Background: an optimization exercise with open tools, aiming at small area, a short achievable clock period and few clock cycles. Do not read the settings as production practice.
At most, simulation tests tie the RTL to the original design; equivalence was not proved.
For runs 3 and 4, only the layout was checked, not whether the RTL still works.
No activity file was given, so power comes from the tool's default toggle rates.

$ cat flow/run.sh
#!/bin/bash
# synth_recipe.tcl (not shown) runs the flow's synth.tcl, then flattens the netlist and writes it again
# the make line also repeats each setting of config.mk as NAME=value (left out here)
make -C /OpenROAD-flow-scripts/flow DESIGN_CONFIG=/design/flow/config.mk WORK_HOME=/design/flow/orfs CLKGATE_MAP_FILE= SYNTH_SCRIPT=/design/flow/synth_recipe.tcl finish
$ cat flow/config.mk
export PLATFORM = sky130hd
export DESIGN_NAME = irpc_decode
export DESIGN_NICKNAME = irpc_decode
export VERILOG_FILES = /design/flow/design.v
export SDC_FILE = /design/flow/constraint.sdc
export NUM_CORES = 4
export LEC_CHECK = 0
export ABC_AREA = 1
export CAP_MARGIN = 20
export CORE_MARGIN = 2
export CORE_UTILIZATION = 40
export SLEW_MARGIN = 20
$ cat flow/constraint.sdc
create_clock -name core_clock -period 8.0 [get_ports {clk}]
set_input_delay 1.6000 -clock core_clock [delete_from_list [all_inputs] [get_ports {clk}]]
set_output_delay 1.6000 -clock core_clock [all_outputs]
set_load 0.01 [all_outputs]
$ cat flow/design.v
module dec_classify (
    input  wire [16:0] x1,
    input  wire [16:0] x2,
    input  wire [12:0] op,
    input  wire        sub1,      
    input  wire        sub2,      
    input  wire [10:0] r,
    input  wire        s1,        
    input  wire        s2,        
    output wire [17:0] sum1,      
    output wire        p1_3,
    output wire        p1_h,
    output wire        m2_0,
    output wire        m2_1,
    output wire        m2_2,
    output wire        m2_3,
    output wire        m2_h
);
    wire [19:0] w1 = {2'b00, x1, 1'b1} + {({6'd0, op} ^ {19{sub1}}), sub1};
    wire [19:0] w2 = {2'b00, x2, 1'b1} + {({6'd0, op} ^ {19{sub2}}), sub2};
    wire [18:0] a1 = w1[19:1];
    wire [18:0] a2 = w2[19:1];
    assign sum1 = a1[17:0];
    wire n1 = a1[18];
    wire n2 = a2[18];
    wire [13:0] h1 = s1 ? {1'b0, a1[17:5]} : a1[17:4];
    wire [13:0] h2 = s2 ? {1'b0, a2[17:5]} : a2[17:4];
    assign p1_3 = !n1 && (a1[17:3] >= {4'd0, r});
    assign p1_h = !n1 && (h1 >= {3'd0, r});
    assign m2_0 = !n2;
    assign m2_1 = !n2 && (a2[17:1] >= {6'd0, r});
    assign m2_2 = !n2 && (a2[17:2] >= {5'd0, r});
    assign m2_3 = !n2 && (a2[17:3] >= {4'd0, r});
    assign m2_h = !n2 && (h2 >= {3'd0, r});
endmodule
module irpc_decode (
    input  wire        clk,
    input  wire        rst,         
    input  wire        in_valid,
    input  wire [15:0] in_tick,
    input  wire        in_last,
    output wire        in_ready,
    output reg         out_valid,
    output reg  [2:0]  out_kind,
    output wire [15:0] out_data
);
    localparam [2:0] K_HEAD = 3'd1, K_SYM = 3'd2, K_END = 3'd3,
                     K_REPEAT = 3'd4, K_DONE = 3'd5;
    localparam [2:0] F_UNKNOWN = 3'd0, F_AEHA = 3'd1, F_NEC = 3'd2,
                     F_SONY = 3'd3, F_IRIS = 3'd4;
    localparam [1:0] S_K0 = 2'd0, S_CL = 2'd1, S_BODY = 2'd2;
    localparam [1:0] CF_AEHA = 2'd0, CF_NEC = 2'd1, CF_SONY = 2'd2, CF_IRIS = 2'd3;
    reg        rdy;
    assign in_ready = rdy;
    reg        xv, xl;
    reg [15:0] x;
    reg [1:0]  st;
    reg        xs;                      
    reg        len2;                    
    reg [1:0]  cf;
    reg [4:0]  cc;                      
    reg [10:0] tcl;                     
    reg [10:0] tch;                     
    reg [11:0] tcl3;                    
    reg        cempty;
    reg [6:0]  fg;
    reg        fv, fl, fchk;
    reg [2:0]  fam;
    reg [18:0] acc;                     
    reg        nrep;                    
    reg        par;                     
    reg [1:0]  ao;                      
    reg [2:0]  sv;                      
    reg [10:0] nsym;
    reg        owe_end, owe_done;
    reg [13:0] od;                      
    assign out_data = {od[13:11], 2'b00, od[10:0]};
    wire [10:0] pend = tch;
    wire cl      = (st == S_CL);
    wire cl_hi   = cc[0];               
    wire cl_fin  = (cc == 5'd17);
    wire cl_iris = (cf == CF_IRIS);
    wire cl_nec  = (cf == CF_NEC);
    wire cl_sony = (cf == CF_SONY);
    wire [10:0] tcp = cl_hi ? tch : tcl;
    wire [16:0] tx1 = cl ? (cl_fin ? {6'd0, tcl} : {acc[15:0], 1'b0}) : {x, 1'b0};
    wire [16:0] tx2 = {x, 1'b0};
    wire [12:0] top = cl ? (cl_fin ? {2'd0, tch} :
                            (!cl_hi && cl_iris) ? {tcl3, 1'b0} : {1'b0, tcp, 1'b0})
                         : {2'd0, tcl};
    wire        tsub1 = cl ? (!cl_fin && (!cl_hi || cl_iris)) : 1'b0;
    wire        tsub2 = cl ? (!cl_hi || cl_iris) : 1'b1;
    wire [10:0] tr  = cl ? {tcp[9:0], 1'b0} : tcl;
    wire        ts1 = cl ? cl_nec : (fam == F_NEC);
    wire        ts2 = cl ? 1'b0 : (fam == F_NEC);
    wire [17:0] tsum;
    wire p1_3, p1_h, m2_0, m2_1, m2_2, m2_3, m2_h;
    dec_classify u_t (
        .x1(tx1), .x2(tx2), .op(top), .sub1(tsub1), .sub2(tsub2), .r(tr),
        .s1(ts1), .s2(ts2), .sum1(tsum),
        .p1_3(p1_3), .p1_h(p1_h), .m2_0(m2_0), .m2_1(m2_1), .m2_2(m2_2),
        .m2_3(m2_3), .m2_h(m2_h)
    );
    wire g_t0 = cl_sony ? fg[6] : fg[5];               
    wire g_t1 = (cf == CF_AEHA) ? fg[1] : fg[0];       
    wire g_hi = g_t0 && (cl_sony || g_t1);             
    wire g_q  = g_t0 || (!cl_sony && g_t1);            
    wire        upd_lo = cc[0];
    wire [10:0] tcu    = upd_lo ? tcl : tch;
    wire        go_up  = upd_lo ? (g_q && tcl < 11'd800) : (g_hi && tch <= 11'd795);
    reg [7:0] dstep;
    always @(*) begin
        case (cc)
            5'd3,  5'd4:  dstep = 8'd160;
            5'd5,  5'd6:  dstep = 8'd80;
            5'd7,  5'd8:  dstep = 8'd40;
            5'd9,  5'd10: dstep = 8'd20;
            5'd11, 5'd12: dstep = 8'd10;
            default:      dstep = 8'd5;
        endcase
    end
    wire [10:0] tc_up = tcu + {3'd0, dstep};
    wire [10:0] tc_dn = tcu - {3'd0, dstep};
    reg [10:0] tcl_n;
    always @(*) begin
        tcl_n = tcl;
        if (cc == 5'd1)
            tcl_n = 11'd615;
        else if (cc == 5'd15)
            tcl_n = go_up ? tc_up : tcl;
        else if (upd_lo && cc != 5'd17)
            tcl_n = go_up ? tc_up : tc_dn;
    end
    wire ge1 = fg[4], ge2 = fg[3], ge3 = fg[2], ge4 = fg[6], ge5 = fg[1];
    wire is1  = ge1 && !ge2;
    wire is3  = ge3 && !ge4;
    wire is4  = ge4 && !ge5;
    wire isH  = fg[5] && !fg[0];                      
    wire [1:0] asym = is3 ? 2'd1 : is1 ? 2'd0 : 2'd2;
    wire nec_bits = (fam == F_NEC) && !nrep;
    wire f_hold = fv && nec_bits && par && sv[0] && (is1 || is3) && (pend != 11'd0);
    wire [10:0] pend_inc = pend + 11'd1;
    wire [10:0] pend_dec = pend - 11'd1;
    wire take  = in_valid && rdy;
    wire f_free = !fv || !f_hold;
    wire x_adv = xv && (st == S_BODY) && f_free;
    reg        x_cons;
    reg        fin_now;
    reg [1:0]  st_n;
    reg        xv_n;
    reg        mh_n;
    always @(posedge clk) begin
        x_cons  = 1'b0;
        fin_now = 1'b0;
        st_n    = st;
        if (rst) begin
            rdy       <= 1'b1;
            xv        <= 1'b0;
            fv        <= 1'b0;
            st        <= S_K0;
            owe_end   <= 1'b0;
            owe_done  <= 1'b0;
            out_valid <= 1'b0;
        end else begin
            out_valid <= 1'b0;
            if (owe_end) begin
                out_valid <= 1'b1;
                out_kind  <= K_END;
                od        <= {3'd0, nsym};
                owe_end   <= 1'b0;
            end else if (owe_done) begin
                out_valid <= 1'b1;
                out_kind  <= K_DONE;
                od        <= (fam == F_SONY) ? 14'd5 : 14'd0;
                owe_done  <= 1'b0;
            end
            case (st)
                S_K0: if (xv) begin
                    x_cons = 1'b1;
                    acc    <= {3'd0, x};
                    len2   <= !xl;
                    st_n   = S_CL;
                    cf     <= xl ? CF_SONY : CF_AEHA;
                    cc     <= 5'd0;
                    tcl    <= 11'd795;
                    tcl3   <= 12'd2385;
                    cempty <= 1'b0;
                end
                S_CL: if ((!len2 || xv) && !fv) begin
                    tcl  <= tcl_n;
                    tcl3 <= {1'b0, tcl_n} + {tcl_n, 1'b0};
                    cc   <= cc + 5'd1;
                    if ((cc == 5'd1 && g_q) || (cc == 5'd2 && !g_hi) ||
                        (cc == 5'd17 && tcl > tch)) begin
                        if (cf == CF_IRIS || (!len2 && cf == CF_SONY)) begin
                            cempty <= 1'b1;
                            cc     <= 5'd17;
                            tcl    <= 11'd0;
                            tch    <= 11'd0;
                        end else begin
                            cf   <= cf + 2'd1;
                            cc   <= 5'd0;
                            tcl  <= 11'd795;
                            tcl3 <= 12'd2385;
                        end
                    end else if (cc == 5'd0)
                        tch <= 11'd300;
                    else if (cc == 5'd2)
                        tch <= 11'd620;
                    else if (cc == 5'd16)
                        tch <= go_up ? tch : tc_dn;
                    else if (!upd_lo && cc >= 5'd4 && cc <= 5'd14)
                        tch <= go_up ? tc_up : tc_dn;
                    else if (cc == 5'd17) begin
                        cc <= 5'd17;
                        if (!owe_end && !owe_done) begin
                            fin_now = 1'b1;
                            x_cons  = len2;
                            fam     <= cempty ? F_UNKNOWN : ({1'b0, cf} + 3'd1);
                            tcl     <= cempty ? 11'd0 : tsum[10:0];
                            tch     <= 11'd0;
                            out_valid <= 1'b1;
                            if (!cempty && cf == CF_SONY) begin
                                if (!len2 || xl) begin
                                    out_kind <= K_DONE;
                                    od       <= 14'd5;
                                end else
                                    out_valid <= 1'b0;
                            end else begin
                                out_kind <= K_HEAD;
                                od       <= cempty ? 14'd0 : {{1'b0, cf} + 3'd1, tsum[10:0]};
                            end
                            acc  <= acc + {3'd0, x};
                            xs   <= 1'b0;
                            nrep <= 1'b0;
                            par  <= 1'b0;
                            ao   <= 2'd0;
                            nsym <= 11'd0;
                            if (!len2 || xl) begin
                                st_n = S_K0;
                                if (!cempty && cf == CF_NEC) owe_end <= 1'b1;
                                if (cempty || cf != CF_SONY) owe_done <= 1'b1;
                            end else
                                st_n = S_BODY;
                        end
                    end
                end
                default: if (x_adv) begin  
                    x_cons = 1'b1;
                    acc    <= acc + {3'd0, x};
                    xs     <= !xs;
                    if (xl) st_n = S_K0;
                end
            endcase
            if (x_adv || (st == S_CL && !fv))
                fg <= {p1_3, p1_h, m2_0, m2_1, m2_2, m2_3, m2_h};
            if (x_adv) begin
                fl   <= xl;
                fchk <= (acc >= 19'd216000);
            end
            if (fv) begin
                if (fam == F_NEC) begin
                    if (!nrep) begin
                        if (!par) begin
                            if (fchk) begin
                                out_valid <= 1'b1;
                                out_kind  <= K_END;
                                od        <= {3'd0, nsym};
                                nrep      <= 1'b1;
                                sv[0]     <= isH;
                                if (fl) owe_done <= 1'b1;
                            end else begin
                                sv[0] <= is1;
                                if (fl) begin
                                    owe_end  <= 1'b1;
                                    owe_done <= 1'b1;
                                end
                            end
                            par <= 1'b1;
                        end else begin
                            if (!(sv[0] && (is1 || is3))) begin
                                tch <= pend_inc;
                                par <= 1'b0;
                                if (fl) begin
                                    owe_end  <= 1'b1;
                                    owe_done <= 1'b1;
                                end
                            end else if (pend != 11'd0) begin
                                out_valid <= 1'b1;
                                out_kind  <= K_SYM;
                                od        <= 14'd2;
                                tch       <= pend_dec;
                                nsym      <= nsym + 11'd1;
                            end else begin
                                out_valid <= 1'b1;
                                out_kind  <= K_SYM;
                                od        <= is1 ? 14'd0 : 14'd1;
                                nsym      <= nsym + 11'd1;
                                par       <= 1'b0;
                                if (fl) begin
                                    owe_end  <= 1'b1;
                                    owe_done <= 1'b1;
                                end
                            end
                        end
                    end else begin
                        if (!par) begin
                            sv[0] <= isH;
                            par   <= 1'b1;
                            if (fl) owe_done <= 1'b1;
                        end else begin
                            if (sv[0] && is4) begin
                                out_valid <= 1'b1;
                                out_kind  <= K_REPEAT;
                                od        <= 14'd0;
                            end
                            par <= 1'b0;
                            if (fl) owe_done <= 1'b1;
                        end
                    end
                end else if (fam == F_AEHA) begin
                    case (ao)
                        2'd0: begin
                            ao <= 2'd1;
                            if (fl) begin
                                owe_end  <= (nsym != 11'd0);
                                owe_done <= 1'b1;
                            end
                        end
                        2'd1: begin
                            if (!ge4) begin
                                out_valid <= 1'b1;
                                out_kind  <= K_SYM;
                                od        <= {12'd0, asym};
                                nsym      <= nsym + 11'd1;
                                ao        <= 2'd0;
                            end else
                                ao <= 2'd2;
                            if (fl) begin
                                owe_end  <= (nsym != 11'd0) || !ge4;
                                owe_done <= 1'b1;
                            end
                        end
                        2'd2: begin
                            sv <= ge4 ? {1'b1, 1'b0, isH} : {1'b0, asym};
                            ao <= 2'd3;
                            if (fl) begin
                                if (!ge4) begin
                                    out_valid <= 1'b1;
                                    out_kind  <= K_SYM;
                                    od        <= {12'd0, asym};
                                    nsym      <= nsym + 11'd1;
                                end
                                owe_end  <= (nsym != 11'd0) || !ge4;
                                owe_done <= 1'b1;
                            end
                        end
                        default: begin  
                            if (sv[2] && sv[0] && is4) begin
                                out_valid <= 1'b1;
                                out_kind  <= K_END;
                                od        <= {3'd0, nsym};
                                nsym      <= 11'd0;
                                ao        <= 2'd0;
                                if (fl) owe_done <= 1'b1;
                            end else if (!sv[2]) begin
                                out_valid <= 1'b1;
                                out_kind  <= K_SYM;
                                od        <= {12'd0, sv[1:0]};
                                nsym      <= nsym + 11'd1;
                                ao        <= 2'd1;
                                if (fl) begin
                                    owe_end  <= 1'b1;
                                    owe_done <= 1'b1;
                                end
                            end else begin
                                sv <= ge4 ? {1'b1, 1'b0, isH} : {1'b0, asym};
                                ao <= 2'd3;
                                if (fl) begin
                                    if (!ge4) begin
                                        out_valid <= 1'b1;
                                        out_kind  <= K_SYM;
                                        od        <= {12'd0, asym};
                                        nsym      <= nsym + 11'd1;
                                    end
                                    owe_end  <= (nsym != 11'd0) || !ge4;
                                    owe_done <= 1'b1;
                                end
                            end
                        end
                    endcase
                end else begin
                    if (fl) owe_done <= 1'b1;
                end
            end
            if (x_adv)
                fv <= 1'b1;
            else if (!f_hold)
                fv <= 1'b0;
            if (rdy) begin
                x  <= in_tick;
                xl <= in_last;
            end
            xv_n = take || (xv && !x_cons);
            xv   <= xv_n;
            st   <= st_n;
            mh_n = (f_hold && pend != 11'd1) ||
                   (x_adv && xs && nec_bits && pend != 11'd0);
            rdy  <= !(xv_n && ((st_n == S_CL) || (st_n == S_BODY && mh_n)));
        end
    end
endmodule
==> results of run 1 <==
==> area by class of cell <==
| class | instances | area [sq um] | share of cell area |
|---|---|---|---|
| Multi-Input combinational cell | 2017 | 11500 | 0.616 |
| Clock buffer | 26 | 542 | 0.0291 |
| Timing Repair Buffer | 60 | 546 | 0.0293 |
| Sequential cell | 143 | 4130 | 0.222 |
| Clock inverter | 6 | 43.8 | 0.00235 |
| Tap cell | 539 | 674 | 0.0362 |
| Inverter | 320 | 1210 | 0.0648 |
==> cells by family after synthesis <==
logic type,share of synthesized area
AND/OR/NAND/NOR,0.291
AO/OA/AOI/OAI,0.205
buffers and inverters,0.0887
adder cells (fa/ha/maj),0.133
flip-flops,0.242
XOR/XNOR,0.0406
other,0.000219
multiplexers,0.000585
==> worst max-delay path by stage <==
stage,endpoint,slack (ps),cells past startpoint
6_report,fg[0]$_DFFE_PP_,2080,30
5_1_grt,fg[0]$_DFFE_PP_,1410,30
4_1_cts,fg[0]$_DFFE_PP_,2140,30
3_5_place_dp,fg[0]$_DFFE_PP_,2160,30
3_3_place_gp,fg[0]$_DFFE_PP_,2170,30
2_1_floorplan,tcl3[11]$_SDFFCE_PP1P_,3210,27
==> registers in the layout, indices dropped and copies added, names as in the netlist, 2 cells and up, named ones only <==
name      count
out_kind      3
fam           3
st            2
x            16
sv            3
tcl3         12
ao            2
acc          19
nsym         11
tch          11
tcl          11
fg            7
cc            5
od           14
cf            2
==> worst max-delay path, delay by kind of cell (launching register included) <==
family / cells / cell delay, ps
DFF: 1 / 810
and+or+nand+nor: 13 / 1400
adders and majority gates: 3 / 880
buffers and inverters: 4 / 790
xor gates and xnor gates: 2 / 530
AOI/OAI and AO/OA: 8 / 1250
==> cells in the mapped netlist (all sizes together) (3+ instances only) <==
cell and count:
a211oi 5, a21boi 7, a21o 7, a21oi 203, a221oi 5, a22o 3, a22oi 3, a31oi 15
a32oi 8, and2 4, buf 19, clkbuf 54, clkinv 8, dfxtp 16, edfxtp 127, fa 4
ha 175, inv 312, nand2 663, nand3 150, nand3b 8, nand4 29, nor2 231, nor3 36
nor4 6, o2111ai 7, o211ai 38, o21a 9, o21ai 256, o21bai 13, o221ai 3, o22ai 23
o31ai 4, or2 14, xnor2 14, xor2 62
==> report_power, final <==
group | internal, mW | switching [mW] | leakage [nW]
clock network | 0.467 | 0.360 | 0.292
logic | 0.595 | 1.10 | 7.01
registers | 0.884 | 0.0787 | 1.32
total | 1.95 | 1.53 | 8.63
==> routing by layer <==
layer,up-vias,GRT usage,part of all wire
met4,0,0.101,0.030
met1,8392,0.371,0.44
met3,98,0.0430,0.067
met2,669,0.472,0.47
li1,8674,-,-
met5,-,0,0
==> metrics by stage <==
| step | worst slack (ps) | cells |
|---|---|---|
| finish | 2080 | 3111 |
| global route | 1410 | 3111 |
| CTS | 2140 | 3111 |
| detailed placement | 2160 | 3079 |
| global placement | 2170 | 3079 |
| floorplan | 3210 | 2553 |
==> key figures, run 1 <==
Outcome
  – Result of the run: complete, no violations

Clocking
  – H-tree Lvls: 4
  – CTS Root Cell: sky130_fd_sc_hd__clkbuf_16
  – CTS Sinks: approximately 140
  – Clk latency of the worst-skew pair: ~500 ps
  – Worst-case clock buffer depth: 2
  – CTS tree: built
  – Clock-pin slew of the registers on the worst-case setup and hold paths: 70 ps
  – Hold_buf cts: 0
  – Number of buffers created by CTS: 17
  – Buffer count from post-CTS setup fixing: 0
  – Quantity of gates resized following cts: 0

Drt
  – Via count: approximately 18000
  – Detail-routed via count per cell: about 5.7
  – Length of the first detailed-routing pass in iterations: 6
  – Average wire per standard cell: roughly 20 um
  – Total wirelength of the detailed-routed design: approximately 62000 um
  – Remaining number of nets flagged by the antenna check after routing: 0
  – DRC Markers: 0
  – Detailed Route Iter0 Violations: about 1700

Synthesis
  – Share of flip-flops with an asynchronous set or reset: 0
  – Synth area leader: sky130_fd_sc_hd__edfxtp_1
  – Number of flops mapped to enable cells by yosys: ~130
  – Main area contributors after synthesis: sky130_fd_sc_hd__edfxtp_1 (22%), sky130_fd_sc_hd__nand2_1 (14%), sky130_fd_sc_hd__ha_1 (13%), sky130_fd_sc_hd__o21ai_0 (6.8%), sky130_fd_sc_hd__inv_1 (6.4%)
  – Cell Area, Synth: about 17000 sq um
  – Post-Synthesis Mean Instance Area: between 6 and 7 sq um
  – Yosys synthesis warning count: 1
  – Number of standard cells after synthesis: approximately 2600
  – Fraction of synthesized cell area taken by the top area cell type: 0.223
  – Netlist cell types: 70
  – Dominant register cell in the synthesized netlist: sky130_fd_sc_hd__edfxtp_1
  – Register area share after synthesis: 0.242
  – Yosys reg bits: roughly 140

Critical path
  – Stage delay of the slowest cell on the critical path: 810 ps
  – Critical register-to-register path startpoint: cc[0]$_DFFE_PP_
  – Launching instance or port of the critical path: cc[0]$_DFFE_PP_
  – Worst Reg-to-Reg Cells: 30
  – Worst EP arrival: 6150 ps
  – Critical path data required time: 8230 ps
  – Path type of the worst setup path: flip-flop to flip-flop
  – Worst reg2reg endpoint: fg[0]$_DFFE_PP_
  – R2r setup slk: 2080 ps
  – Category of the worst setup path launch point: flip-flop
  – Most prevalent standard cell on the critical path: sky130_fd_sc_hd__nand2_1
  – Sort of element at the end of the critical path: flip-flop
  – Library cell contributing the largest single delay on the critical path: sky130_fd_sc_hd__edfxtp_1
  – CP Max Fanout: 26

Floorplan
  – Die Footprint: 44500 sq um
  – Initial Util: 0.406
  – Core area: approximately 42000 sq um
  – Top-Level Pins: a little over 40
  – Chip Width: 211 um
  – Cell Rows: 75
  – Die outline height: 211 um

Cells and area
  – Number of inserted filler cells in the final layout: 4375
  – Number of nets in the layout: between 2000 and 3000
  – Post-synthesis to final-layout area growth: 8.76%
  – Antenna diodes: 0
  – Fraction of layout cells with a size suffix above 1: 0.0560
  – Area of all placed cells without fillers: approximately 19000 sq um
  – Final core occ: 0.442
  – Leading cell type in the layout, fill and taps excluded: sky130_fd_sc_hd__nand2_1
  – Top library cells by usage in the layout, fill and taps aside: sky130_fd_sc_hd__nand2_1 (645), sky130_fd_sc_hd__inv_1 (292), sky130_fd_sc_hd__o21ai_0 (229)

Power
  – Ratio of total power to cell area: about 190 nW/um^2
  – Overall power after layout: between 3 and 4 mW
  – Worst vdd rail ir drop: ~120 uV
  – Leakage power: approximately 8.6 nW

Timing
  – Setup total negative slack: 0 ps
  – RSZ-0062 raised after global routing: false
  – Worst slew slack as a fraction of its limit: 0.262
  – Minimum hold slack: between 500 and 600 ps
  – Setup violators final: 0
  – Max Clk Rate: around 0.17 GHz
  – Period minus WS final: around 5900 ps
  – Largest clock skew in the final design: approximately 17 ps
  – Slew at the pin with the worst max-slew slack: ~1100 ps
  – Hold violation count in the final report: 0
  – Max-slew violations: 0
  – Final critical-path share of the clock period: 0.740

Min path
  – Origin of the worst min-delay path: owe_done$_SDFF_PP0_
  – End point of the worst hold path: owe_done$_SDFF_PP0_
  – Worst Hold Depth: 2
  – Type of the worst min-delay path: flip-flop to flip-flop

GRT
  – Remaining Overflow, GRT: 0
  – Largest net degree at the start of global routing: 49
  – Initial antenna violation count: 1
  – Number of global-route vias before repair: between 15000 and 20000
  – Overall global routing resource usage: 0.283
  – First-pass GRT wire length: 96300 um

Placed design
  – Count of input and output buffers: 38
  – Final RePlAce weighted congestion: about 0.98
  – Placed wire-length estimate: ~49000 um
  – Instance area at placement: around 18000 sq um

Run
  – Number of maximum-capacitance constraint violations: 0
Testbench counts, summed over its fixed seeds: cycles 19,420.
==> run 2: changes to the inputs <==
--- a/flow/config.mk
+++ b/flow/config.mk
@@ -7,3 +7,2 @@
 export LEC_CHECK = 0
-export ABC_AREA = 1
 export CAP_MARGIN = 20
==> run 2 against run 1 <==
  * Still clean on timing, DRC and antenna
  * Final area decreased by 6.7%
  * Die area decreased by 6.7%
  * Power decreased by 11%
  * Clock-buffer cell count decreased by 5
  * Non-clock buffer count increased by 4
  * Sequential share of layout area increased by 1.6 points
  * Worst hold slack improved by 80 ps
  * Wire length decreased by 14%
  * Largest cell class unchanged
  * Largest power group unchanged
==> key figures, run 2 <==
Timing
  – Setup violators final: 0 (unchanged)
  – Final critical-path share of the clock period: 0.799 (+0.0591)
  – Max Clk Rate: 0.156 GHz (-7.4%)
  – Hold violation count in the final report: 0 (unchanged)
  – Minimum hold slack: 597 ps (+79.7 ps)
  – Setup total negative slack: 0 ps (unchanged)
  – Period minus WS final: 6390 ps (+473 ps)
  – Slew at the pin with the worst max-slew slack: 1020 ps (-81.9 ps)
  – Max-slew violations: 0 (unchanged)
  – Largest clock skew in the final design: 24.2 ps (+7.69 ps)
  – RSZ-0062 raised after global routing: false
  – Worst slew slack as a fraction of its limit: 0.315 (+0.0533)

Drt
  – Length of the first detailed-routing pass in iterations: 6 (unchanged)
  – Detail-routed via count per cell: 6.17 (+7.7%)
  – Average wire per standard cell: 21.2 um (+6.3%)
  – DRC Markers: 0 (unchanged)
  – Via count: 15500 (-13%)
  – Remaining number of nets flagged by the antenna check after routing: 0 (unchanged)
  – Total wirelength of the detailed-routed design: 53200 um (-14%)
  – Detailed Route Iter0 Violations: 1633 (-2.2%)

Cells and area
  – Largest register FFs: 19 (unchanged)
  – Leading cell type in the layout, fill and taps excluded: sky130_fd_sc_hd__nand2_1
  – Top library cells by usage in the layout, fill and taps aside: sky130_fd_sc_hd__nand2_1 (246), sky130_fd_sc_hd__o21ai_0 (196), sky130_fd_sc_hd__ha_1 (175)
  – Antenna diodes: 0 (unchanged)
  – Register with the most flip-flops: acc
  – Layout Cells excl Fill: 2509 (-19%)
  – Post-synthesis to final-layout area growth: 8.86% (about the same)
  – Fraction of layout cells with a size suffix above 1: 0.0489 (-0.00710)
  – Number of nets in the layout: 2170 (-21%)
  – Registers with the highest flip-flop counts: acc: 19 flops, x: 16 flops, od: 14 flops
  – Final core occ: 0.439 (-0.00263)

Synthesis
  – Cell Area, Synth: 16000 sq um (-6.8%)
  – Fraction of synthesized cell area taken by the top area cell type: 0.239 (+0.0162)
  – Yosys reg bits: 143 (unchanged)
  – Leading cell types by count after synthesis: sky130_fd_sc_hd__nand2_1 (246), sky130_fd_sc_hd__o21ai_0 (198), sky130_fd_sc_hd__ha_1 (175)
  – Yosys synthesis warning count: 1 (unchanged)
  – Number of flops mapped to enable cells by yosys: 127 (unchanged)
  – Register area share after synthesis: 0.259 (+0.0176)
  – Main area contributors after synthesis: sky130_fd_sc_hd__edfxtp_1 (24%), sky130_fd_sc_hd__ha_1 (14%), sky130_fd_sc_hd__o21ai_0 (6.2%), sky130_fd_sc_hd__nand2_1 (5.8%), sky130_fd_sc_hd__a21oi_1 (4.5%)
  – Number of standard cells after synthesis: 1999 (-22%)
  – Dominant register cell in the synthesized netlist: sky130_fd_sc_hd__edfxtp_1
  – Netlist cell types: 94 (+34%)
  – Synth area leader: sky130_fd_sc_hd__edfxtp_1
  – Most numerous cell in the Yosys netlist: sky130_fd_sc_hd__nand2_1
  – Share of flip-flops with an asynchronous set or reset: 0 (unchanged)
  – Post-Synthesis Mean Instance Area: 7.98 sq um (+19%)

Critical path
  – Category of the worst setup path launch point: flip-flop
  – CP Max Fanout: 30 (+15%)
  – Worst Reg-to-Reg Cells: 21 (-30%)
  – Worst reg2reg endpoint: fg[1]$_DFFE_PP_
  – Path type of the worst setup path: flip-flop to flip-flop
  – Worst EP arrival: 6570 ps (+420 ps)
  – Critical register-to-register path startpoint: cc[1]$_DFFE_PP_
  – Critical path data required time: 8180 ps (-50 ps)
  – Sort of element at the end of the critical path: flip-flop
  – R2r setup slk: 1610 ps (-470 ps)

Min path
  – Worst Hold Depth: 1 (-1)
  – Origin of the worst min-delay path: xs$_SDFFCE_PN0P_
  – End point of the worst hold path: xs$_SDFFCE_PN0P_
  – Type of the worst min-delay path: flip-flop to flip-flop

Floorplan
  – Core area: 39500 sq um (-6.1%)
  – Chip Width: 204 um (-3.4%)
  – Initial Util: 0.403 (-0.00281)
  – Die outline height: 204 um (-3.4%)
  – Top-Level Pins: 41 (unchanged)
  – Die Footprint: 41500 sq um (-6.7%)
  – Cell Rows: 73 (-2.7%)

Clocking
  – CTS Root Cell: sky130_fd_sc_hd__clkbuf_16
  – CTS tree: built
  – Buffer count from post-CTS setup fixing: 0 (unchanged)
  – Number of buffers created by CTS: 17 (unchanged)
  – Quantity of gates resized following cts: 0 (unchanged)
  – Worst-case clock buffer depth: 2 (unchanged)
  – CTS Sinks: 143 (unchanged)
  – Clock-pin slew of the registers on the worst-case setup and hold paths: 80 ps (about the same)
  – H-tree Lvls: 4 (unchanged)
  – Hold_buf cts: 0 (unchanged)
  – Clk latency of the worst-skew pair: 470 ps (-30 ps)

Power
  – Leakage power: 6.95 nW (-19%)
  – Switching share of power: 0.385 (-0.0555)
  – Ratio of total power to cell area: 178 nW/um^2 (-4.6%)
  – Net switching power: 1.19 mW (-22%)
  – Portion of total power attributed to combinational logic: 0.419 (-0.067)
  – Cell internal pwr: 1.90 mW (-2.2%)
  – Part of the power in the clock network: 0.277 (+0.039)
  – Part of the total power dissipated in sequential elements: 0.304 (+0.027)
  – Overall power after layout: 3.10 mW (-11%)
  – Worst vdd rail ir drop: 152 uV (+22%)

GRT
  – First-pass GRT wire length: 83000 um (-14%)
  – Initial antenna violation count: 1 (unchanged)
  – Remaining Overflow, GRT: 0 (unchanged)
  – Overall global routing resource usage: 0.255 (-0.0281)
  – Largest net degree at the start of global routing: 69 (+41%)
  – Number of global-route vias before repair: 14400 (-15%)

Placed design
  – Cell count after placement: 2477 (-20%)
  – Final RePlAce weighted congestion: 0.978 (-0.36%)
  – Count of input and output buffers: 38 (unchanged)
  – Placed wire-length estimate: 40600 um (-16%)

Outcome
  – Result of the run: complete, no violations

Run
  – Number of maximum-capacitance constraint violations: 0 (unchanged)
==> run 2: cell count changes after synthesis, moves of 28 or more <==
| cell | change |
|---|---|
| sky130_fd_sc_hd__o21ai_0 | -33 |
| sky130_fd_sc_hd__nor2b_1 | +29 |
| sky130_fd_sc_hd__mux2i_1 | +33 |
| sky130_fd_sc_hd__nand2b_1 | +28 |
| sky130_fd_sc_hd__xnor2_1 | +61 |
| sky130_fd_sc_hd__nand3_1 | -94 |
| sky130_fd_sc_hd__clkbuf_1 | +32 |
| sky130_fd_sc_hd__a31oi_1 | +28 |
| sky130_fd_sc_hd__nand2_1 | -399 |
| sky130_fd_sc_hd__a22oi_1 | +29 |
| sky130_fd_sc_hd__a21oi_1 | -59 |
| sky130_fd_sc_hd__inv_1 | -199 |
| sky130_fd_sc_hd__nor2_1 | -61 |
==> run 2: through the flow <==
step | area [sq um] | setup slack, ps
after detailed placement | 16800 | 1710
after floorplan | 16000 | 2650
after CTS | 17400 | 1630
final | 17400 | 1610
after global placement | 16800 | 1920
after global routing | 17400 | 1090
==> run 2: worst max path at each step <==
stage	startpoint	end	slack (ps)	depth (start not counted)
6_report	cc[1]$_DFFE_PP_	fg[1]$_DFFE_PP_	1610	21
5_1_grt	cc[1]$_DFFE_PP_	fg[1]$_DFFE_PP_	1090	22
4_1_cts	cc[1]$_DFFE_PP_	fg[1]$_DFFE_PP_	1630	21
3_5_place_dp	cc[1]$_DFFE_PP_	fg[1]$_DFFE_PP_	1710	21
3_3_place_gp	cc[1]$_DFFE_PP_	fg[1]$_DFFE_PP_	1920	21
2_1_floorplan	cc[0]$_DFFE_PP_	tcl3[11]$_SDFFCE_PP1P_	2650	25
==> run 2: logic make-up after synthesis <==
kind of cell	share of synthesized area
AO/OA/AOI/OAI	0.275
adder cells (fa/ha/maj)	0.142
XOR/XNOR	0.0582
multiplexers	0.0249
other	0.000235
flip-flops	0.259
AND/OR/NAND/NOR	0.189
buffers and inverters	0.0514
==> run 2: worst max-delay path: stages (launching register included) <==
cell and delay, ps:
sky130_fd_sc_hd__edfxtp_1 470, sky130_fd_sc_hd__inv_1 130, sky130_fd_sc_hd__ha_1 230, sky130_fd_sc_hd__nand4bb_2 690, sky130_fd_sc_hd__o21ai_0 400, sky130_fd_sc_hd__nand2_1 140
sky130_fd_sc_hd__xnor2_1 160, sky130_fd_sc_hd__nor2_1 120, sky130_fd_sc_hd__a21oi_1 50, sky130_fd_sc_hd__ha_1 370, sky130_fd_sc_hd__a211oi_1 340, sky130_fd_sc_hd__o21ai_1 180
sky130_fd_sc_hd__a2111oi_0 470, sky130_fd_sc_hd__nor4b_1 150, sky130_fd_sc_hd__o31ai_1 370, sky130_fd_sc_hd__inv_1 160, sky130_fd_sc_hd__ha_1 220, sky130_fd_sc_hd__a2111oi_0 370
sky130_fd_sc_hd__o21ai_0 150, sky130_fd_sc_hd__a31o_2 250, sky130_fd_sc_hd__a2111oi_0 550, sky130_fd_sc_hd__a21oi_1 160
==> run 2: layout make-up <==
cell class                      count  area, sq um
Multi-Input combinational cell   1646        11000
Clock buffer                       21          440
Tap cell                          525          657
Inverter                           99          372
Sequential cell                   143         4130
Timing Repair Buffer               64          576
Fill cell                        3903        22200
Clock inverter                     11          168
==> run 2: per-layer routing <==
| layer | up-vias | GRT usage | share of wire | wire (um) |
|---|---|---|---|---|
| met2 | 668 | 0.412 | 0.46 | 24400 |
| met3 | 82 | 0.0332 | 0.071 | 3790 |
| li1 | 7346 | - | - | - |
| met4 | 0 | 0.0787 | 0.023 | 1210 |
| met5 | - | 0 | 0 | 0 |
| met1 | 7397 | 0.352 | 0.45 | 23800 |
==> run 2: power groups by stage <==
| stage | Clock, mW | Sequential, mW | Combinational [mW] |
|---|---|---|---|
| 4_1_cts | 0.864 | 0.938 | 1.28 |
| 3_3_place_gp | 0 | 0.953 | 1.25 |
| 3_5_place_dp | 0 | 0.954 | 1.28 |
| 2_1_floorplan | 0 | 0.905 | 0.965 |
| 5_1_grt | 0.889 | 0.944 | 1.46 |
| 6_report | 0.858 | 0.942 | 1.30 |
==> run 3: changes to the inputs <==
--- a/flow/design.v
+++ b/flow/design.v
@@ -1,7 +1,4 @@
 module dec_classify (
-    input  wire [16:0] x1,
-    input  wire [16:0] x2,
-    input  wire [12:0] op,
-    input  wire        sub1,      
-    input  wire        sub2,      
+    input  wire [15:0] a1,        
+    input  wire [17:0] a2,        
     input  wire [10:0] r,
@@ -9,3 +6,2 @@
     input  wire        s2,        
-    output wire [17:0] sum1,      
     output wire        p1_3,
@@ -18,17 +14,14 @@
 );
-    wire [19:0] w1 = {2'b00, x1, 1'b1} + {({6'd0, op} ^ {19{sub1}}), sub1};
-    wire [19:0] w2 = {2'b00, x2, 1'b1} + {({6'd0, op} ^ {19{sub2}}), sub2};
-    wire [18:0] a1 = w1[19:1];
-    wire [18:0] a2 = w2[19:1];
-    assign sum1 = a1[17:0];
-    wire n1 = a1[18];
-    wire n2 = a2[18];
-    wire [13:0] h1 = s1 ? {1'b0, a1[17:5]} : a1[17:4];
-    wire [13:0] h2 = s2 ? {1'b0, a2[17:5]} : a2[17:4];
-    assign p1_3 = !n1 && (a1[17:3] >= {4'd0, r});
+    wire n1 = a1[15];
+    wire n2 = a2[17];
+    wire [14:0] u1 = a1[14:0];        
+    wire [16:0] u2 = a2[16:0];        
+    wire [13:0] h1 = s1 ? {1'b0, u1[14:2]} : u1[14:1];
+    wire [13:0] h2 = s2 ? {1'b0, u2[16:4]} : u2[16:3];
+    assign p1_3 = !n1 && (u1 >= {4'd0, r});
     assign p1_h = !n1 && (h1 >= {3'd0, r});
     assign m2_0 = !n2;
-    assign m2_1 = !n2 && (a2[17:1] >= {6'd0, r});
-    assign m2_2 = !n2 && (a2[17:2] >= {5'd0, r});
-    assign m2_3 = !n2 && (a2[17:3] >= {4'd0, r});
+    assign m2_1 = !n2 && (u2 >= {6'd0, r});
+    assign m2_2 = !n2 && (u2[16:1] >= {5'd0, r});
+    assign m2_3 = !n2 && (u2[16:2] >= {4'd0, r});
     assign m2_h = !n2 && (h2 >= {3'd0, r});
@@ -65,3 +58,4 @@
     reg        cempty;
-    reg [6:0]  fg;
+    reg [15:0] a1r;
+    reg [17:0] a2r;
     reg        fv, fl, fchk;
@@ -79,4 +73,4 @@
     wire cl      = (st == S_CL);
-    wire cl_hi   = cc[0];               
-    wire cl_fin  = (cc == 5'd17);
+    wire cl_hi   = !cc[0];              
+    wire cmode   = cl && !fv;           
     wire cl_iris = (cf == CF_IRIS);
@@ -84,18 +78,17 @@
     wire cl_sony = (cf == CF_SONY);
-    wire [10:0] tcp = cl_hi ? tch : tcl;
-    wire [16:0] tx1 = cl ? (cl_fin ? {6'd0, tcl} : {acc[15:0], 1'b0}) : {x, 1'b0};
+    wire [16:0] tx1 = cl ? {acc[15:0], 1'b0} : {x, 1'b0};
     wire [16:0] tx2 = {x, 1'b0};
-    wire [12:0] top = cl ? (cl_fin ? {2'd0, tch} :
-                            (!cl_hi && cl_iris) ? {tcl3, 1'b0} : {1'b0, tcp, 1'b0})
+    wire [12:0] top = cl ? (cl_hi ? {1'b0, tch, 1'b0} :
+                            cl_iris ? {tcl3, 1'b0} : {1'b0, tcl, 1'b0})
                          : {2'd0, tcl};
-    wire        tsub1 = cl ? (!cl_fin && (!cl_hi || cl_iris)) : 1'b0;
+    wire        tsub1 = cl ? (!cl_hi || cl_iris) : 1'b0;
     wire        tsub2 = cl ? (!cl_hi || cl_iris) : 1'b1;
-    wire [10:0] tr  = cl ? {tcp[9:0], 1'b0} : tcl;
-    wire        ts1 = cl ? cl_nec : (fam == F_NEC);
-    wire        ts2 = cl ? 1'b0 : (fam == F_NEC);
-    wire [17:0] tsum;
+    wire [19:0] w1 = {2'b00, tx1, 1'b1} + {({6'd0, top} ^ {19{tsub1}}), tsub1};
+    wire [19:0] w2 = {2'b00, tx2, 1'b1} + {({6'd0, top} ^ {19{tsub2}}), tsub2};
+    wire [10:0] tr  = cmode ? {(cc[0] ? tch[9:0] : tcl[9:0]), 1'b0} : tcl;
+    wire        ts1 = cmode ? cl_nec : (fam == F_NEC);
+    wire        ts2 = cmode ? 1'b0 : (fam == F_NEC);
     wire p1_3, p1_h, m2_0, m2_1, m2_2, m2_3, m2_h;
     dec_classify u_t (
-        .x1(tx1), .x2(tx2), .op(top), .sub1(tsub1), .sub2(tsub2), .r(tr),
-        .s1(ts1), .s2(ts2), .sum1(tsum),
+        .a1(a1r), .a2(a2r), .r(tr), .s1(ts1), .s2(ts2),
         .p1_3(p1_3), .p1_h(p1_h), .m2_0(m2_0), .m2_1(m2_1), .m2_2(m2_2),
@@ -103,2 +96,3 @@
     );
+    wire [6:0] fg = {p1_3, p1_h, m2_0, m2_1, m2_2, m2_3, m2_h};
     wire g_t0 = cl_sony ? fg[6] : fg[5];               
@@ -107,3 +101,3 @@
     wire g_q  = g_t0 || (!cl_sony && g_t1);            
-    wire        upd_lo = cc[0];
+    wire        upd_lo = !cc[0];
     wire [10:0] tcu    = upd_lo ? tcl : tch;
@@ -111,23 +105,35 @@
     reg [7:0] dstep;
+    reg [8:0] dstep3;
     always @(*) begin
         case (cc)
-            5'd3,  5'd4:  dstep = 8'd160;
-            5'd5,  5'd6:  dstep = 8'd80;
-            5'd7,  5'd8:  dstep = 8'd40;
-            5'd9,  5'd10: dstep = 8'd20;
-            5'd11, 5'd12: dstep = 8'd10;
-            default:      dstep = 8'd5;
+            5'd3,  5'd4:  begin dstep = 8'd160; dstep3 = 9'd480; end
+            5'd5,  5'd6:  begin dstep = 8'd80;  dstep3 = 9'd240; end
+            5'd7,  5'd8:  begin dstep = 8'd40;  dstep3 = 9'd120; end
+            5'd9,  5'd10: begin dstep = 8'd20;  dstep3 = 9'd60;  end
+            5'd11, 5'd12: begin dstep = 8'd10;  dstep3 = 9'd30;  end
+            default:      begin dstep = 8'd5;   dstep3 = 9'd15;  end
         endcase
     end
-    wire [10:0] tc_up = tcu + {3'd0, dstep};
+    wire [10:0] tc_up = tcu + ((cc == 5'd17) ? tcl : {3'd0, dstep});
     wire [10:0] tc_dn = tcu - {3'd0, dstep};
+    wire [11:0] tc3_up = tcl3 + {3'd0, dstep3};
+    wire [11:0] tc3_dn = tcl3 - {3'd0, dstep3};
     reg [10:0] tcl_n;
+    reg [11:0] tcl3_n;
     always @(*) begin
-        tcl_n = tcl;
-        if (cc == 5'd1)
-            tcl_n = 11'd615;
-        else if (cc == 5'd15)
-            tcl_n = go_up ? tc_up : tcl;
-        else if (upd_lo && cc != 5'd17)
-            tcl_n = go_up ? tc_up : tc_dn;
+        tcl_n  = tcl;
+        tcl3_n = tcl3;
+        if (cc == 5'd0) begin
+            tcl_n  = 11'd795;
+            tcl3_n = 12'd2385;
+        end else if (cc == 5'd2) begin
+            tcl_n  = 11'd615;
+            tcl3_n = 12'd1845;
+        end else if (cc == 5'd16) begin
+            tcl_n  = go_up ? tc_up : tcl;
+            tcl3_n = go_up ? tc3_up : tcl3;
+        end else if (upd_lo) begin
+            tcl_n  = go_up ? tc_up : tc_dn;
+            tcl3_n = go_up ? tc3_up : tc3_dn;
+        end
     end
@@ -140,3 +146,4 @@
     wire nec_bits = (fam == F_NEC) && !nrep;
-    wire f_hold = fv && nec_bits && par && sv[0] && (is1 || is3) && (pend != 11'd0);
+    wire f_stall = fv && nec_bits && par && (pend != 11'd0);
+    wire f_hold  = f_stall && sv[0] && (is1 || is3);
     wire [10:0] pend_inc = pend + 11'd1;
@@ -144,3 +151,3 @@
     wire take  = in_valid && rdy;
-    wire f_free = !fv || !f_hold;
+    wire f_free = !f_stall;
     wire x_adv = xv && (st == S_BODY) && f_free;
@@ -151,2 +158,3 @@
     reg        mh_n;
+    reg        k0b_n;
     always @(posedge clk) begin
@@ -177,3 +185,3 @@
             case (st)
-                S_K0: if (xv) begin
+                S_K0: if (xv && !(fv && nec_bits)) begin
                     x_cons = 1'b1;
@@ -184,4 +192,3 @@
                     cc     <= 5'd0;
-                    tcl    <= 11'd795;
-                    tcl3   <= 12'd2385;
+                    tch    <= 11'd300;
                     cempty <= 1'b0;
@@ -190,5 +197,5 @@
                     tcl  <= tcl_n;
-                    tcl3 <= {1'b0, tcl_n} + {tcl_n, 1'b0};
+                    tcl3 <= tcl3_n;
                     cc   <= cc + 5'd1;
-                    if ((cc == 5'd1 && g_q) || (cc == 5'd2 && !g_hi) ||
+                    if ((cc == 5'd1 && !g_hi) || (cc == 5'd2 && g_q) ||
                         (cc == 5'd17 && tcl > tch)) begin
@@ -200,14 +207,11 @@
                         end else begin
-                            cf   <= cf + 2'd1;
-                            cc   <= 5'd0;
-                            tcl  <= 11'd795;
-                            tcl3 <= 12'd2385;
+                            cf  <= cf + 2'd1;
+                            cc  <= 5'd0;
+                            tch <= 11'd300;
                         end
-                    end else if (cc == 5'd0)
-                        tch <= 11'd300;
-                    else if (cc == 5'd2)
+                    end else if (cc == 5'd1)
                         tch <= 11'd620;
-                    else if (cc == 5'd16)
+                    else if (cc == 5'd15)
                         tch <= go_up ? tch : tc_dn;
-                    else if (!upd_lo && cc >= 5'd4 && cc <= 5'd14)
+                    else if (!upd_lo && cc >= 5'd3 && cc <= 5'd13)
                         tch <= go_up ? tc_up : tc_dn;
@@ -219,3 +223,3 @@
                             fam     <= cempty ? F_UNKNOWN : ({1'b0, cf} + 3'd1);
-                            tcl     <= cempty ? 11'd0 : tsum[10:0];
+                            tcl     <= cempty ? 11'd0 : tc_up;
                             tch     <= 11'd0;
@@ -230,3 +234,3 @@
                                 out_kind <= K_HEAD;
-                                od       <= cempty ? 14'd0 : {{1'b0, cf} + 3'd1, tsum[10:0]};
+                                od       <= cempty ? 14'd0 : {{1'b0, cf} + 3'd1, tc_up};
                             end
@@ -254,4 +258,6 @@
             endcase
-            if (x_adv || (st == S_CL && !fv))
-                fg <= {p1_3, p1_h, m2_0, m2_1, m2_2, m2_3, m2_h};
+            if (x_adv || (st == S_CL && !fv)) begin
+                a1r <= {w1[19], w1[18:4]};
+                a2r <= {w2[19], w2[18:2]};
+            end
             if (x_adv) begin
@@ -408,3 +414,5 @@
                    (x_adv && xs && nec_bits && pend != 11'd0);
-            rdy  <= !(xv_n && ((st_n == S_CL) || (st_n == S_BODY && mh_n)));
+            k0b_n = (x_adv || (fv && f_hold)) && nec_bits;
+            rdy  <= !(xv_n && ((st_n == S_CL) || (st_n == S_BODY && mh_n) ||
+                               (st_n == S_K0 && k0b_n)));
         end
==> run 3 against run 2 <==
  * Still clean
  * Sequential power increased by 25%
  * Power increased by 1.8%
  * Utilization increased by 0.087 points
  * Worst hold slack got worse by 10 ps
  * Largest cell class unchanged
==> key figures, run 3 <==
Timing
  – Largest clock skew in the final design: 18.9 ps (-5.30 ps)
  – RSZ-0062 raised after global routing: false
  – Setup total negative slack: 0 ps (unchanged)
  – Minimum hold slack: 587 ps (-10.5 ps)
  – Max Clk Rate: 0.157 GHz (+0.60%)
  – Max-slew violations: 0 (unchanged)
  – Worst slew slack as a fraction of its limit: 0.224 (-0.0916)
  – Slew at the pin with the worst max-slew slack: 1150 ps (+132 ps)
  – Period minus WS final: 6360 ps (-38.0 ps)
  – Final critical-path share of the clock period: 0.794 (-0.00475)
  – Hold violation count in the final report: 0 (unchanged)
  – Setup violators final: 0 (unchanged)

Clocking
  – CTS Sinks: 177 (+24%)
  – CTS tree: built
  – Buffer count from post-CTS setup fixing: 0 (unchanged)
  – Number of buffers created by CTS: 17 (unchanged)
  – CTS Root Cell: sky130_fd_sc_hd__clkbuf_16
  – Hold_buf cts: 0 (unchanged)
  – Worst-case clock buffer depth: 2 (unchanged)
  – Clk latency of the worst-skew pair: 510 ps (+40 ps)
  – Quantity of gates resized following cts: 0 (unchanged)
  – Clock-pin slew of the registers on the worst-case setup and hold paths: 80 ps (about the same)
  – H-tree Lvls: 4 (unchanged)

Floorplan
  – Initial Util: 0.404 (+0.000877)
  – Die Footprint: 45000 sq um (+8.5%)
  – Chip Width: 212 um (+4.2%)
  – Die outline height: 212 um (+4.2%)
  – Top-Level Pins: 41 (unchanged)
  – Cell Rows: 76 (+4.1%)
  – Core area: 42900 sq um (+8.4%)

Synthesis
  – Synth area leader: sky130_fd_sc_hd__edfxtp_1
  – Yosys reg bits: 177 (+24%)
  – Number of flops mapped to enable cells by yosys: 154 (+21%)
  – Main area contributors after synthesis: sky130_fd_sc_hd__edfxtp_1 (27%), sky130_fd_sc_hd__ha_1 (13%), sky130_fd_sc_hd__nand2_1 (5.9%), sky130_fd_sc_hd__a21oi_1 (4.7%), sky130_fd_sc_hd__o21ai_0 (4.5%)
  – Dominant register cell in the synthesized netlist: sky130_fd_sc_hd__edfxtp_1
  – Netlist cell types: 100 (+6.4%)
  – Yosys synthesis warning count: 1 (unchanged)
  – Cell Area, Synth: 17300 sq um (+8.7%)
  – Fraction of synthesized cell area taken by the top area cell type: 0.267 (+0.0277)
  – Register area share after synthesis: 0.293 (+0.0342)
  – Leading cell types by count after synthesis: sky130_fd_sc_hd__nand2_1 (274), sky130_fd_sc_hd__nor2_1 (198), sky130_fd_sc_hd__ha_1 (176)
  – Most numerous cell in the Yosys netlist: sky130_fd_sc_hd__nand2_1
  – Share of flip-flops with an asynchronous set or reset: 0 (unchanged)
  – Number of standard cells after synthesis: 2120 (+6.1%)
  – Post-Synthesis Mean Instance Area: 8.18 sq um (+2.5%)

Drt
  – DRC Markers: 0 (unchanged)
  – Detailed Route Iter0 Violations: 1817 (+11%)
  – Average wire per standard cell: 22.8 um (+7.7%)
  – Via count: 16800 (+8.2%)
  – Remaining number of nets flagged by the antenna check after routing: 0 (unchanged)
  – Length of the first detailed-routing pass in iterations: 5 (-1)
  – Total wirelength of the detailed-routed design: 61600 um (+16%)
  – Detail-routed via count per cell: 6.21 (+0.59%)

GRT
  – First-pass GRT wire length: 94100 um (+13%)
  – Initial antenna violation count: 0 (-1)
  – Remaining Overflow, GRT: 0 (unchanged)
  – Largest net degree at the start of global routing: 52 (-25%)
  – Number of global-route vias before repair: 15800 (+9.5%)
  – Overall global routing resource usage: 0.277 (+0.0225)

Placed design
  – Final RePlAce weighted congestion: 1.02 (+4.2%)
  – Placed wire-length estimate: 47300 um (+17%)
  – Count of input and output buffers: 38 (unchanged)

Power
  – Part of the total power dissipated in sequential elements: 0.375 (+0.071)
  – Cell internal pwr: 2.01 mW (+5.7%)
  – Worst vdd rail ir drop: 163 uV (+7.4%)
  – Switching share of power: 0.361 (-0.0239)
  – Part of the power in the clock network: 0.296 (+0.019)
  – Portion of total power attributed to combinational logic: 0.329 (-0.090)
  – Ratio of total power to cell area: 167 nW/um^2 (-6.3%)
  – Net switching power: 1.14 mW (-4.5%)
  – Leakage power: 7.50 nW (+7.9%)
  – Overall power after layout: 3.15 mW (+1.8%)

Critical path
  – CP Max Fanout: 21 (-30%)
  – Worst EP arrival: 6730 ps (+160 ps)
  – Sort of element at the end of the critical path: flip-flop
  – Buffers & Inverters on Critical Path: 1 (-1)
  – Category of the worst setup path launch point: flip-flop
  – Cell family with most CP delay: compound AO/OA/AOI/OAI gates
  – Library cell contributing the largest single delay on the critical path: sky130_fd_sc_hd__dfxtp_1
  – Critical path data required time: 8370 ps (+190 ps)
  – Critical path, cell by cell: nor3b_4, buf_4, nor2_4, a21oi_2, mux2_2, ha_1, a21o_1, a21oi_1, o21ai_0, o21ai_1, a21oi_1, o311ai_4, o211ai_4, nor3_1, nand2_1, o21a_1, ha_1, nor3b_1, a31oi_1, o311ai_0, nor3b_1, o21ai_0
  – Path type of the worst setup path: flip-flop to flip-flop
  – Stage delay of the slowest cell on the critical path: 570 ps (-120 ps)

Cells and area
  – Register with the most flip-flops: acc
  – Largest register FFs: 19 (unchanged)
  – Top library cells by usage in the layout, fill and taps aside: sky130_fd_sc_hd__nand2_1 (274), sky130_fd_sc_hd__nor2_1 (197), sky130_fd_sc_hd__ha_1 (176)
  – Registers with the highest flip-flop counts: acc: 19 flops, a2r: 18 flops
  – Number of inserted filler cells in the final layout: 4316 (+11%)
  – Number of nets in the layout: 2303 (+6.1%)
  – Fraction of layout cells with a size suffix above 1: 0.0591 (+0.0102)
  – Antenna diodes: 0 (unchanged)
  – Leading cell type in the layout, fill and taps excluded: sky130_fd_sc_hd__nand2_1
  – Post-synthesis to final-layout area growth: 8.84% (about the same)

Min path
  – Type of the worst min-delay path: flip-flop to flip-flop

Run
  – Number of maximum-capacitance constraint violations: 0 (unchanged)

Outcome
  – Result of the run: complete, no violations
## run 3: cell count changes in the layout (fill, tap and decap cells not counted), sizes merged, moves of 21 or more
cell,previous run,this run
nor2,153,199
edfxtp,127,154
nand2,246,274
o21ai,206,162
nand3,53,79
xnor2,74,34
a21oi,145,166
## run 3: layout make-up
cell class | count | area (sq um) | area share
Multi-Input combinational cell | 1732 | 11400 | 0.606
Sequential cell | 177 | 5080 | 0.269
Tap cell | 585 | 732 | 0.0388
Timing Repair Buffer | 67 | 598 | 0.0317
Clock buffer | 19 | 433 | 0.0229
Inverter | 107 | 402 | 0.0213
Clock inverter | 13 | 183 | 0.00968
## run 3: cells by family after synthesis
family | share of synthesized area
mux | 0.0309
other cells | 0.000216
compound gates | 0.253
flops | 0.293
buf+inv | 0.0486
simple gates | 0.212
fa+ha+maj | 0.133
xor+xnor | 0.0278
## run 3: worst register-to-register path: cells and delay by family (launching register included)
kind,cells,cell delay (ps)
buffers and inverters,1,310
adder cells (fa/ha/maj),2,670
AND/OR/NAND/NOR,6,1480
multiplexers,1,420
AO/OA/AOI/OAI,12,2780
flip-flops,1,570
## run 3: metrics by stage
| step | instances | setup slack [ps] | utilization | area [sq um] |
|---|---|---|---|---|
| floorplan | 2121 | 2530 | - | 17300 |
| global placement | 2668 | 1960 | 0.426 | 18300 |
| CTS | 2700 | 1720 | 0.440 | 18900 |
| global route | 2700 | 1120 | 0.440 | 18900 |
| detailed placement | 2668 | 1730 | 0.426 | 18300 |
| finish | 2700 | 1640 | 0.440 | 18900 |
## run 3: path summary, 6_finish.rpt
| kind | from | endpoint | slack (ps) | cells past startpoint |
|---|---|---|---|---|
| max | fv$_SDFFE_PP0P_ | flip-flop | 1640 | 22 |
| min | xs$_SDFFCE_PN0P_ | xs$_SDFFCE_PN0P_ | 590 | 1 |
| max reg2reg | fv$_SDFFE_PP0P_ | flip-flop | 1640 | 22 |
| min reg2reg | xs$_SDFFCE_PN0P_ | xs$_SDFFCE_PN0P_ | 590 | 1 |
## run 3: routing by layer
| metal | GRT usage | vias to the layer above | wire length [um] |
|---|---|---|---|
| met5 | 0 | - | 0 |
| met4 | 0.110 | 0 | 2120 |
| met3 | 0.0607 | 142 | 5240 |
| met2 | 0.440 | 759 | 28000 |
| met1 | 0.366 | 8024 | 26300 |
| li1 | - | 7845 | - |
## run 3: power by group through the flow
stage | sequential, mW | clock, mW | combinational [mW]
2_1_floorplan | 1.15 | 0 | 0.744
3_3_place_gp | 1.20 | 0 | 0.993
3_5_place_dp | 1.20 | 0 | 1.01
4_1_cts | 1.18 | 0.954 | 1.02
5_1_grt | 1.19 | 0.978 | 1.14
6_report | 1.18 | 0.932 | 1.04
==> run 4: changes to the inputs <==
--- a/flow/design.v
+++ b/flow/design.v
@@ -60,3 +60,8 @@
     reg [17:0] a2r;
+    reg [10:0] rr;                      
+    reg        s1r, s2r;
     reg        fv, fl, fchk;
+    reg        hld, hb;                 
+    reg        ycl;                     
+    reg        ciris;                   
     reg [2:0]  fam;
@@ -74,3 +79,2 @@
     wire cl_hi   = !cc[0];              
-    wire cmode   = cl && !fv;           
     wire cl_iris = (cf == CF_IRIS);
@@ -78,17 +82,17 @@
     wire cl_sony = (cf == CF_SONY);
-    wire [16:0] tx1 = cl ? {acc[15:0], 1'b0} : {x, 1'b0};
+    wire [16:0] tx1 = ycl ? {acc[15:0], 1'b0} : {x, 1'b0};
     wire [16:0] tx2 = {x, 1'b0};
-    wire [12:0] top = cl ? (cl_hi ? {1'b0, tch, 1'b0} :
-                            cl_iris ? {tcl3, 1'b0} : {1'b0, tcl, 1'b0})
-                         : {2'd0, tcl};
-    wire        tsub1 = cl ? (!cl_hi || cl_iris) : 1'b0;
-    wire        tsub2 = cl ? (!cl_hi || cl_iris) : 1'b1;
+    wire [12:0] top = ycl ? (cc[0] ? (ciris ? {tcl3, 1'b0} : {1'b0, tcl, 1'b0}) :
+                             {1'b0, tch, 1'b0})
+                          : {2'd0, tcl};
+    wire        tsub1 = ycl && (cc[0] || ciris);
+    wire        tsub2 = !ycl || cc[0] || ciris;
     wire [19:0] w1 = {2'b00, tx1, 1'b1} + {({6'd0, top} ^ {19{tsub1}}), tsub1};
     wire [19:0] w2 = {2'b00, tx2, 1'b1} + {({6'd0, top} ^ {19{tsub2}}), tsub2};
-    wire [10:0] tr  = cmode ? {(cc[0] ? tch[9:0] : tcl[9:0]), 1'b0} : tcl;
-    wire        ts1 = cmode ? cl_nec : (fam == F_NEC);
-    wire        ts2 = cmode ? 1'b0 : (fam == F_NEC);
+    wire [10:0] tr  = ycl ? {(cc[0] ? tcl[9:0] : tch[9:0]), 1'b0} : tcl;
+    wire        ts1 = ycl ? cl_nec : (fam == F_NEC);
+    wire        ts2 = !ycl && (fam == F_NEC);
     wire p1_3, p1_h, m2_0, m2_1, m2_2, m2_3, m2_h;
     dec_classify u_t (
-        .a1(a1r), .a2(a2r), .r(tr), .s1(ts1), .s2(ts2),
+        .a1(a1r), .a2(a2r), .r(rr), .s1(s1r), .s2(s2r),
         .p1_3(p1_3), .p1_h(p1_h), .m2_0(m2_0), .m2_1(m2_1), .m2_2(m2_2),
@@ -147,3 +151,5 @@
     wire f_stall = fv && nec_bits && par && (pend != 11'd0);
-    wire f_hold  = f_stall && sv[0] && (is1 || is3);
+    wire s_bit   = hld || (sv[0] && (is1 || is3));    
+    wire s_val   = hld ? hb : !is1;                   
+    wire f_hold  = f_stall && s_bit;
     wire [10:0] pend_inc = pend + 11'd1;
@@ -165,2 +171,4 @@
             rdy       <= 1'b1;
+            ycl       <= 1'b0;
+            hld       <= 1'b0;
             xv        <= 1'b0;
@@ -191,2 +199,3 @@
                     cf     <= xl ? CF_SONY : CF_AEHA;
+                    ciris  <= 1'b0;
                     cc     <= 5'd0;
@@ -207,4 +216,5 @@
                         end else begin
-                            cf  <= cf + 2'd1;
-                            cc  <= 5'd0;
+                            cf    <= cf + 2'd1;
+                            ciris <= (cf == CF_SONY);
+                            cc    <= 5'd0;
                             tch <= 11'd300;
@@ -258,6 +268,7 @@
             endcase
-            if (x_adv || (st == S_CL && !fv)) begin
-                a1r <= {w1[19], w1[18:4]};
-                a2r <= {w2[19], w2[18:2]};
-            end
+            a1r <= {w1[19], w1[18:4]};
+            a2r <= {w2[19], w2[18:2]};
+            rr  <= tr;
+            s1r <= ts1;
+            s2r <= ts2;
             if (x_adv) begin
@@ -286,3 +297,3 @@
                         end else begin
-                            if (!(sv[0] && (is1 || is3))) begin
+                            if (!s_bit) begin
                                 tch <= pend_inc;
@@ -299,2 +310,4 @@
                                 nsym      <= nsym + 11'd1;
+                                hld       <= 1'b1;
+                                hb        <= s_val;
                             end else begin
@@ -302,5 +315,6 @@
                                 out_kind  <= K_SYM;
-                                od        <= is1 ? 14'd0 : 14'd1;
+                                od        <= {13'd0, s_val};
                                 nsym      <= nsym + 11'd1;
                                 par       <= 1'b0;
+                                hld       <= 1'b0;
                                 if (fl) begin
@@ -412,2 +426,3 @@
             st   <= st_n;
+            ycl  <= (st_n == S_CL);
             mh_n = (f_hold && pend != 11'd1) ||
==> run 4 against run 3 <==
  * Worst hold slack got worse by 86 ps
  * Final cell count fell by 2.5%
  * Non-clock buffer count fell by 2
  * Largest cell class unchanged
  * Highest routed layer unchanged
==> key figures, run 4 <==
Outcome
  – Result of the run: complete, no violations

Synthesis
  – Leading cell types by count after synthesis: sky130_fd_sc_hd__nand2_1 (191), sky130_fd_sc_hd__ha_1 (186), sky130_fd_sc_hd__nor2_1 (179)
  – Cell Area, Synth: 17600 sq um (+1.5%)
  – Dominant register cell in the synthesized netlist: sky130_fd_sc_hd__edfxtp_1
  – Most numerous cell in the Yosys netlist: sky130_fd_sc_hd__nand2_1
  – Synth area leader: sky130_fd_sc_hd__edfxtp_1
  – Share of flip-flops with an asynchronous set or reset: 0 (unchanged)
  – Number of flops mapped to enable cells by yosys: 169 (+9.7%)
  – Number of standard cells after synthesis: 2052 (-3.2%)
  – Main area contributors after synthesis: sky130_fd_sc_hd__edfxtp_1 (29%), sky130_fd_sc_hd__ha_1 (13%), sky130_fd_sc_hd__o21ai_0 (4.7%), sky130_fd_sc_hd__a21oi_1 (4.4%), sky130_fd_sc_hd__nand2_1 (4.1%)
  – Yosys reg bits: 194 (+9.6%)
  – Post-Synthesis Mean Instance Area: 8.58 sq um (+4.9%)
  – Register area share after synthesis: 0.317 (+0.0235)

Cells and area
  – Top library cells by usage in the layout, fill and taps aside: sky130_fd_sc_hd__nand2_1 (191), sky130_fd_sc_hd__ha_1 (186), sky130_fd_sc_hd__nor2_1 (178)
  – Fraction of layout cells with a size suffix above 1: 0.0684 (+0.00926)
  – Post-synthesis to final-layout area growth: 8.74% (about the same)
  – Leading cell type in the layout, fill and taps excluded: sky130_fd_sc_hd__nand2_1
  – Number of nets in the layout: 2246 (-2.5%)
  – Final core occ: 0.442 (+0.00229)
  – Antenna diodes: 0 (unchanged)

Floorplan
  – Core area: 43300 sq um (+0.89%)
  – Cell Rows: 76 (unchanged)
  – Die outline height: 214 um (+0.74%)
  – Initial Util: 0.407 (+0.00246)
  – Die Footprint: 45700 sq um (+1.5%)

Timing
  – Final critical-path share of the clock period: 0.645 (-0.149)
  – Setup violators final: 0 (unchanged)
  – Max-slew violations: 0 (unchanged)
  – Post-route worst setup slack: 2840 ps (+1200 ps)
  – Slew at the pin with the worst max-slew slack: 1060 ps (-91.6 ps)
  – Worst slew slack as a fraction of its limit: 0.294 (+0.0708)
  – Hold violation count in the final report: 0 (unchanged)

Drt
  – Remaining number of nets flagged by the antenna check after routing: 0 (unchanged)
  – Detail-routed via count per cell: 6.12 (-1.5%)
  – Detailed Route Iter0 Violations: 1394 (-23%)
  – Total wirelength of the detailed-routed design: 58300 um (-5.4%)
  – Average wire per standard cell: 22.1 um (-3.0%)
  – Length of the first detailed-routing pass in iterations: 5 (unchanged)

Power
  – Worst vdd rail ir drop: 158 uV (-3.1%)
  – Portion of total power attributed to combinational logic: 0.333 (+0.004)
  – Part of the total power dissipated in sequential elements: 0.397 (+0.022)
  – Leakage power: 7.63 nW (+1.8%)
  – Net switching power: 1.24 mW (+9.2%)
  – Switching share of power: 0.366 (+0.00488)

Clocking
  – Worst-case clock buffer depth: 2 (unchanged)
  – Hold_buf cts: 0 (unchanged)
  – Buffer count from post-CTS setup fixing: 0 (unchanged)
  – CTS Root Cell: sky130_fd_sc_hd__clkbuf_16
  – Clk latency of the worst-skew pair: 510 ps (about the same)
  – Quantity of gates resized following cts: 0 (unchanged)
  – Number of buffers created by CTS: 17 (unchanged)
  – Clock-pin slew of the registers on the worst-case setup and hold paths: 80 ps (about the same)
  – H-tree Lvls: 4 (unchanged)
  – CTS tree: built
  – CTS Sinks: 194 (+9.6%)

Critical path
  – Stage delay of the slowest cell on the critical path: 670 ps (+100 ps)
  – CP Max Fanout: 20 (-4.8%)
  – Worst EP arrival: 5330 ps (-1400 ps)
  – Sort of element at the end of the critical path: flip-flop
  – Critical register-to-register path startpoint: s2r$_DFFE_PN_
  – Category of the worst setup path launch point: flip-flop
  – Worst Reg-to-Reg Cells: 14 (-36%)

Run
  – Number of maximum-capacitance constraint violations: 0 (unchanged)

Placed design
  – Count of input and output buffers: 38 (unchanged)
  – Placement-stage worst setup slack: 2900 ps (+1170 ps)
  – Placed wire-length estimate: 44600 um (-5.7%)
  – Final RePlAce weighted congestion: 0.941 (-7.7%)

GRT
  – Remaining Overflow, GRT: 0 (unchanged)
  – First-pass GRT wire length: 89200 um (-5.2%)
  – Number of global-route vias before repair: 15100 (-4.6%)
  – Overall global routing resource usage: 0.259 (-0.0185)
run 4: worst max-delay path by stage:
stage             startpoint          endpoint  slack (ps)  cells after the start
4_1_cts        s2r$_DFFE_PN_  acc[5]$_DFFE_PP_        2940                     14
6_report       s2r$_DFFE_PN_  acc[5]$_DFFE_PP_        2840                     14
5_1_grt        s2r$_DFFE_PN_  acc[0]$_DFFE_PP_        2660                     14
3_3_place_gp             rst         flip-flop        2970                     10
2_1_floorplan  s2r$_DFFE_PN_  acc[0]$_DFFE_PP_        2560                     14
3_5_place_dp             rst         flip-flop        2900                     10
run 4: power by group through the flow:
stage,clock (mW),combinational [mW],sequential (mW)
final,0.916,1.13,1.35
after global routing,0.965,1.26,1.36
after CTS,0.933,1.12,1.34
after detailed placement,0,1.11,1.37
after global placement,0,1.09,1.36
after floorplan,0,0.832,1.29
run 4: kinds of logic after synthesis:
group / count (synthesis) / share of synthesized area
compound gates: 663 / 0.244
simple gates: 630 / 0.168
buf+inv: 218 / 0.0476
flops: 194 / 0.317
fa+ha+maj: 191 / 0.138
xor+xnor: 85 / 0.0423
mux: 70 / 0.0427
other cells: 1 / 0.000213
run 4: through the flow:
| stage | hold WS [ps] | total power [mW] | std cells | cell area (sq um) |
|---|---|---|---|---|
| 6_report | 500 | 3.40 | 2633 | 19100 |
| 4_1_cts | 503 | 3.39 | 2632 | 19100 |
| 3_5_place_dp | 468 | 2.47 | 2600 | 18500 |
| 3_3_place_gp | 477 | 2.45 | 2600 | 18500 |
| 2_1_floorplan | 426 | 2.13 | 2053 | 17600 |
| 5_1_grt | 518 | 3.58 | 2633 | 19100 |
run 4: routing by layer:
| metal | GRT usage | vias up | wire, um |
|---|---|---|---|
| li1 | - | 7622 | - |
| met1 | 0.358 | 7708 | 26300 |
| met2 | 0.401 | 663 | 25800 |
| met3 | 0.0426 | 112 | 4160 |
| met4 | 0.106 | 0 | 1970 |
| met5 | 0 | - | 0 |
run 4: cell type report:
cell class	count	area, sq um	area share
Clock buffer	17	425	0.0222
Clock inverter	15	174	0.00909
Inverter	116	437	0.0228
Multi-Input combinational cell	1641	11200	0.586
Sequential cell	194	5580	0.291
Tap cell	585	732	0.0382
Timing Repair Buffer	65	583	0.0305

[port drivers added, routing unchanged]
No port has a modelled driver above. Below, the same layouts with a new extraction and two added sets of constraints. Step 1 assumes that a clkbuf_16 drives the clock port and a buf_2 every other input. Step 2 times the ports against the registers' clock, not the clock port: input delays grow and output delays shrink by t, the midpoint of the rising clock arrivals with the driver on. a / b / c = no drivers / after step 1 / after step 2; a / b = the first two.
| run | shift t [ns] | slack for setup (ns) |
|---|---|---|
| run 1 | 0.543 | 2.079 / 2.079 / 2.079 |
| run 2 | 0.512 | 1.606 / 1.606 / 1.606 |
| run 3 | 0.553 | 1.644 / 1.644 / 1.644 |
| run 4 | 0.551 | 2.840 / 2.840 / 2.802 |
After both steps every run listed still meets setup and hold.
